Background: an optimization exercise with open tools, aiming at small area, a short achievable clock period and few clock cycles. Do not read the settings as production practice. Only simulation tests tie the RTL to the original design; equivalence was not proved. Power is estimated from default activity; no workload was simulated.

==> inputs of run H <==
==> flow/design.v <==
module nsca_stream (
    input  wire        clk,
    input  wire        rst,         
    input  wire        cmd_valid,
    output wire        cmd_ready,
    input  wire [3:0]  cmd_op,
    input  wire [8:0]  cmd_addr,
    input  wire [7:0]  cmd_data,
    output reg         res_valid,
    output reg         res_err,
    output reg  [31:0] res_data
);
    localparam [3:0] OP_NOP      = 4'd0,
                     OP_CRC_INIT = 4'd1,
                     OP_CRC_BYTE = 4'd2,
                     OP_CRC_FIN  = 4'd3,
                     OP_KS_NEW   = 4'd4,
                     OP_KS_BYTE  = 4'd5,
                     OP_SEAL     = 4'd6,
                     OP_OPEN     = 4'd7,
                     OP_WR_IV    = 4'd8,
                     OP_WR_SEC   = 4'd9,
                     OP_KLEN0    = 4'd10,
                     OP_KLEN1    = 4'd11;
    function automatic [31:0] crc_step(input [31:0] acc, input [7:0] b);
        integer i;
        reg [31:0] x;
        begin
            x = acc ^ {24'd0, b};
            for (i = 0; i < 8; i = i + 1)
                x = x[0] ? ((x >> 1) ^ 32'hEDB88320) : (x >> 1);
            crc_step = x;
        end
    endfunction
    assign cmd_ready = 1'b1;
    reg       r_v;
    reg [3:0] r_op;
    reg [8:0] r_addr;
    reg [7:0] r_data;
    reg       r_wiv, r_wsec;
    always @(posedge clk) begin
        r_v    <= cmd_valid & ~rst;
        r_wiv  <= cmd_valid & ~rst & (cmd_op == OP_WR_IV);
        r_wsec <= cmd_valid & ~rst & (cmd_op == OP_WR_SEC);
        r_op   <= cmd_op;
        r_addr <= cmd_addr;
        r_data <= cmd_data;
    end
    reg [128*8-1:0] ivkey;
    reg [512*8-1:0] secret;
    genvar gi;
    generate
        for (gi = 0; gi < 128; gi = gi + 1) begin : g_iv
            always @(posedge clk)
                if (r_wiv && r_addr[6:0] == gi)
                    ivkey[gi*8 +: 8] <= r_data;
        end
        for (gi = 0; gi < 512; gi = gi + 1) begin : g_sec
            always @(posedge clk)
                if (r_wsec && r_addr == gi)
                    secret[gi*8 +: 8] <= r_data;
        end
    endgenerate
    reg       nz0, nz1, bad0, bad1;
    reg [6:0] last0;
    reg [8:0] last1;
    reg [6:0] kcur0;
    reg [8:0] kcur1;
    reg [7:0] s0a;       
    reg [7:0] s0b;       
    reg       s0c;       
    reg [7:0] s1a;       
    reg [7:0] s1b;       
    reg [7:0] s1c;       
    wire [9:0] klen1_w = {r_addr[1:0], r_data};
    wire       a_ks    = r_v & ((r_op == OP_KS_BYTE) | (r_op == OP_SEAL) | (r_op == OP_OPEN));
    wire       a_bad   = bad0 | bad1;
    reg [6:0] kcur0_n;
    reg [8:0] kcur1_n;
    always @* begin
        kcur0_n = kcur0;
        kcur1_n = kcur1;
        if (r_v) begin
            case (r_op)
                OP_KS_NEW: begin
                    kcur0_n = 7'd0;
                    kcur1_n = 9'd0;
                end
                OP_KLEN0: kcur0_n = 7'd0;
                OP_KLEN1: kcur1_n = 9'd0;
                OP_KS_BYTE, OP_SEAL, OP_OPEN: begin
                    if (!a_bad) begin
                        if (nz0) kcur0_n = (kcur0 == last0) ? 7'd0 : kcur0 + 7'd1;
                        if (nz1) kcur1_n = (kcur1 == last1) ? 9'd0 : kcur1 + 9'd1;
                    end
                end
                default: ;
            endcase
        end
    end
    integer j;
    always @(posedge clk) begin
        if (rst) begin
            nz0   <= 1'b0;
            nz1   <= 1'b0;
            bad0  <= 1'b0;
            bad1  <= 1'b0;
            last0 <= 7'd0;
            last1 <= 9'd0;
            kcur0 <= 7'd0;
            kcur1 <= 9'd0;
            s0a   <= 8'd1;
            s0b   <= 8'd1;
            s1a   <= 8'd1;
            s1b   <= 8'd1;
        end else begin
            kcur0 <= kcur0_n;
            kcur1 <= kcur1_n;
            for (j = 0; j < 8; j = j + 1) begin
                s0a[j] <= (kcur0_n[2:0] == j);
                s0b[j] <= (kcur0_n[5:3] == j);
                s1a[j] <= (kcur1_n[2:0] == j);
                s1b[j] <= (kcur1_n[5:3] == j);
            end
            if (r_v && r_op == OP_KLEN0) begin
                nz0   <= (r_data != 8'd0);
                bad0  <= (r_data > 8'd128);
                last0 <= r_data[6:0] - 7'd1;
            end
            if (r_v && r_op == OP_KLEN1) begin
                nz1   <= (klen1_w != 10'd0);
                bad1  <= (klen1_w > 10'd512);
                last1 <= klen1_w[8:0] - 9'd1;
            end
        end
    end
    always @(posedge clk) begin
        s0c <= kcur0[6];
        for (j = 0; j < 8; j = j + 1)
            s1c[j] <= (kcur1[8:6] == j);
    end
    reg [16*8-1:0] iv_l1;
    reg [64*8-1:0] sec_l1;
    reg [2*8-1:0]  iv_part;
    reg [8*8-1:0]  sec_part;
    integer g;
    always @* begin
        iv_l1    = 128'd0;
        sec_l1   = 512'd0;
        iv_part  = 16'd0;
        sec_part = 64'd0;
        for (g = 0; g < 16; g = g + 1)
            for (j = 0; j < 8; j = j + 1)
                iv_l1[g*8 +: 8] = iv_l1[g*8 +: 8] | ({8{s0a[j]}} & ivkey[(g*8+j)*8 +: 8]);
        for (g = 0; g < 64; g = g + 1)
            for (j = 0; j < 8; j = j + 1)
                sec_l1[g*8 +: 8] = sec_l1[g*8 +: 8] | ({8{s1a[j]}} & secret[(g*8+j)*8 +: 8]);
        for (g = 0; g < 2; g = g + 1)
            for (j = 0; j < 8; j = j + 1)
                iv_part[g*8 +: 8] = iv_part[g*8 +: 8] | ({8{s0b[j]}} & iv_l1[(g*8+j)*8 +: 8]);
        for (g = 0; g < 8; g = g + 1)
            for (j = 0; j < 8; j = j + 1)
                sec_part[g*8 +: 8] = sec_part[g*8 +: 8] | ({8{s1b[j]}} & sec_l1[(g*8+j)*8 +: 8]);
    end
    reg            b_v, b_ks, b_err, b_init, b_byte, b_fin, b_open;
    reg [7:0]      b_data;
    reg            b_use0, b_use1;
    reg [2*8-1:0]  b_iv;
    reg [8*8-1:0]  b_sec;
    always @(posedge clk) begin
        if (rst) begin
            b_v <= 1'b0;
        end else begin
            b_v <= r_v;
        end
        b_ks   <= a_ks;
        b_err  <= a_bad;
        b_init <= (r_op == OP_CRC_INIT);
        b_byte <= (r_op == OP_CRC_BYTE) | (((r_op == OP_SEAL) | (r_op == OP_OPEN)) & ~a_bad);
        b_fin  <= (r_op == OP_CRC_FIN);
        b_open <= (r_op == OP_OPEN);
        b_data <= r_data;
        b_use0 <= nz0;
        b_use1 <= nz1;
        b_iv   <= iv_part;
        b_sec  <= sec_part;
    end
    reg [7:0] k1_sel;
    always @* begin
        k1_sel = 8'd0;
        for (j = 0; j < 8; j = j + 1)
            k1_sel = k1_sel | ({8{s1c[j]}} & b_sec[j*8 +: 8]);
    end
    wire [7:0] k0 = b_use0 ? (s0c ? b_iv[15:8] : b_iv[7:0]) : 8'd0;
    wire [7:0] k1 = b_use1 ? k1_sel : 8'd0;
    wire [7:0] z  = b_data ^ k0 ^ k1;
    reg        c_v, c_res, c_err, c_init, c_byte, c_fin;
    reg [7:0]  c_z, c_b;
    always @(posedge clk) begin
        if (rst) begin
            c_v <= 1'b0;
        end else begin
            c_v <= b_v;
        end
        c_res  <= b_ks | b_fin;
        c_err  <= b_ks & b_err;
        c_init <= b_init;
        c_byte <= b_byte;
        c_fin  <= b_fin;
        c_z    <= (b_ks & ~b_err) ? z : 8'd0;
        c_b    <= b_open ? z : b_data;
    end
    reg [31:0] crc_acc;
    always @(posedge clk) begin
        if (rst) begin
            crc_acc   <= 32'hFFFFFFFF;
            res_valid <= 1'b0;
        end else begin
            res_valid <= c_v & c_res;
            if (c_v) begin
                if (c_init)
                    crc_acc <= 32'hFFFFFFFF;
                else if (c_byte)
                    crc_acc <= crc_step(crc_acc, c_b);
            end
        end
        res_err  <= c_err;
        res_data <= c_fin ? ~crc_acc : {24'd0, c_z};
    end
endmodule
==> flow/run.sh <==
#!/bin/bash
# synth_recipe.tcl (not shown) runs the flow's synth.tcl, then flattens the netlist and writes it again
# the make line also repeats each setting of config.mk as NAME=value (left out here)
make -C /OpenROAD-flow-scripts/flow DESIGN_CONFIG=/design/flow/config.mk WORK_HOME=/design/flow/orfs CLKGATE_MAP_FILE= SYNTH_SCRIPT=/design/flow/synth_recipe.tcl finish
==> flow/config.mk <==
export PLATFORM = sky130hd
export DESIGN_NAME = nsca_stream
export DESIGN_NICKNAME = nsca_stream
export VERILOG_FILES = /design/flow/design.v
export SDC_FILE = /design/flow/constraint.sdc
export NUM_CORES = 4
export LEC_CHECK = 0
export CAP_MARGIN = 20
export CORE_MARGIN = 2
export CORE_UTILIZATION = 50
export CTS_CLUSTER_DIAMETER = 80
export CTS_CLUSTER_SIZE = 30
export SETUP_SLACK_MARGIN = 5
export SLEW_MARGIN = 40
==> flow/constraint.sdc <==
create_clock -name core_clock -period 8.0 [get_ports {clk}]
set_input_delay 1.6000 -clock core_clock [delete_from_list [all_inputs] [get_ports {clk}]]
set_output_delay 1.6000 -clock core_clock [all_outputs]
set_load 0.01 [all_outputs]
==> run Y: changes against run H <==
--- a/flow/design.v
+++ b/flow/design.v
@@ -35,16 +35,26 @@
     assign cmd_ready = 1'b1;
     reg       r_v;
     reg [3:0] r_op;
-    reg [8:0] r_addr;
+    reg [1:0] r_addr;
     reg [7:0] r_data;
-    reg       r_wiv, r_wsec;
-    always @(posedge clk) begin
-        r_v    <= cmd_valid & ~rst;
-        r_wiv  <= cmd_valid & ~rst & (cmd_op == OP_WR_IV);
-        r_wsec <= cmd_valid & ~rst & (cmd_op == OP_WR_SEC);
+    reg [7:0] r_wa_n;    
+    reg [7:0] r_wb_n;    
+    reg [1:0] r_wiv_n;   
+    reg [7:0] r_wsec_n;  
+    wire fire = cmd_valid & ~rst;
+    integer j;
+    always @(posedge clk) begin
+        r_v    <= fire;
         r_op   <= cmd_op;
-        r_addr <= cmd_addr;
+        r_addr <= cmd_addr[1:0];
         r_data <= cmd_data;
+        for (j = 0; j < 8; j = j + 1) begin
+            r_wa_n[j]   <= ~(cmd_addr[2:0] == j);
+            r_wb_n[j]   <= ~(cmd_addr[5:3] == j);
+            r_wsec_n[j] <= ~(fire & (cmd_op == OP_WR_SEC) & (cmd_addr[8:6] == j));
+        end
+        for (j = 0; j < 2; j = j + 1)
+            r_wiv_n[j] <= ~(fire & (cmd_op == OP_WR_IV) & (cmd_addr[6] == j));
     end
     reg [128*8-1:0] ivkey;
     reg [512*8-1:0] secret;
@@ -52,12 +62,12 @@
     generate
         for (gi = 0; gi < 128; gi = gi + 1) begin : g_iv
             always @(posedge clk)
-                if (r_wiv && r_addr[6:0] == gi)
+                if (!(r_wiv_n[gi / 64] | r_wb_n[(gi / 8) % 8] | r_wa_n[gi % 8]))
                     ivkey[gi*8 +: 8] <= r_data;
         end
         for (gi = 0; gi < 512; gi = gi + 1) begin : g_sec
             always @(posedge clk)
-                if (r_wsec && r_addr == gi)
+                if (!(r_wsec_n[gi / 64] | r_wb_n[(gi / 8) % 8] | r_wa_n[gi % 8]))
                     secret[gi*8 +: 8] <= r_data;
         end
     endgenerate
@@ -98,7 +108,6 @@
             endcase
         end
     end
-    integer j;
     always @(posedge clk) begin
         if (rst) begin
             nz0   <= 1'b0;
- CORE_UTILIZATION: 50 -> 62
- CTS_CLUSTER_SIZE: 30 -> 25
==> comparison <==
Between run H and run Y, the lower synthesized cell count is in run H (gap 0.73%, measured against run Y).
Of run Y and run H, run H has the higher wire length (gap 0.93%, measured against run H).
In clock power, run Y and run H hardly differ.
Fmax: run Y is smaller than run H (about 0.8%).
Register-to-register slack: run Y is worse than run H (0.02 ns).
Clock skew: run Y is lower than run H (0.048 ns).
Of run H and run Y, run Y has the higher via count (gap 1.3%, measured against run Y).
Critical path depth: run Y is higher than run H (4).
Of run Y and run H, run H has the higher hold slack (gap 0.015 ns).
==> figures <==
Synthesized-area fraction occupied by and/or/nand/nor cells: run H 4.484%; run Y 4.616%
Pwr Density: run H 217.3 mW/mm^2; run Y 220.6 mW/mm^2
Power dissipated in the clock network: run H 0.0142 W; run Y 0.0145 W
Clock power share: run H 30.9%; run Y 31.3%
Post-Route Hold Slack: run H 0.3398 ns; run Y 0.3248 ns
Post-route total power: run H 0.04588 W; run Y 0.04633 W
Via count of the first global-routing pass: run H 105300; run Y 104200
# Taps: run H 5197; run Y 4160
Layout multi-input combinational cell count: run H 4883; run Y 4907
Status: run H no timing/DRC/antenna violations; run Y no timing/DRC/antenna violations
Non-clock inverter count in the final layout: run H 24; run Y 16
Syn Std Cell Area: run H 0.1954 sq mm; run Y 0.1962 sq mm
Endpoint with the worst hold slack: run H res_err; run Y c_byte
CLK BUF: run H 340; run Y 437
Setup Crit Path Kind: run H reg2out; run Y reg2reg
Number of sinks on the clock net: run H 5406; run Y 5423
Post-place setup slack: run H 4.481 ns; run Y 4.695 ns
Buffers inserted by post-CTS timing repair: run H 2; run Y 1
Startpoint of the lowest-slack hold path: run H c_err; run Y b_byte
Testbench counts of run H, summed over its fixed seeds: cycles 47,082.
Testbench counts of run Y, summed over its fixed seeds: cycles 47,082.

-- static timing again, ports no longer ideal --
Ports are ideal in the flow. The routed layouts listed here were re-timed in OpenROAD. Step 1, drivers: a clkbuf_16 drives clk and a buf_2 each remaining input, both assumed. Step 2 also shifts input and output timing later by t, the mid clock arrival at the registers, as if the neighbouring blocks saw the same clock. a / b / c = no drivers / after step 1 / after step 2; a / b = the first two.
run	t, ns	setup WS [ns]	clock arrival spread, ns
run H	1.062	4.958 / 4.851 / 4.773	0.099 / 0.099
run Y	1.040	4.934 / 4.911 / 4.830	0.054 / 0.055
After both steps setup and hold are still met in every run listed. The setup slack of run H, which loses most, moves by -0.107 ns with the drivers and by -0.185 ns with both steps.
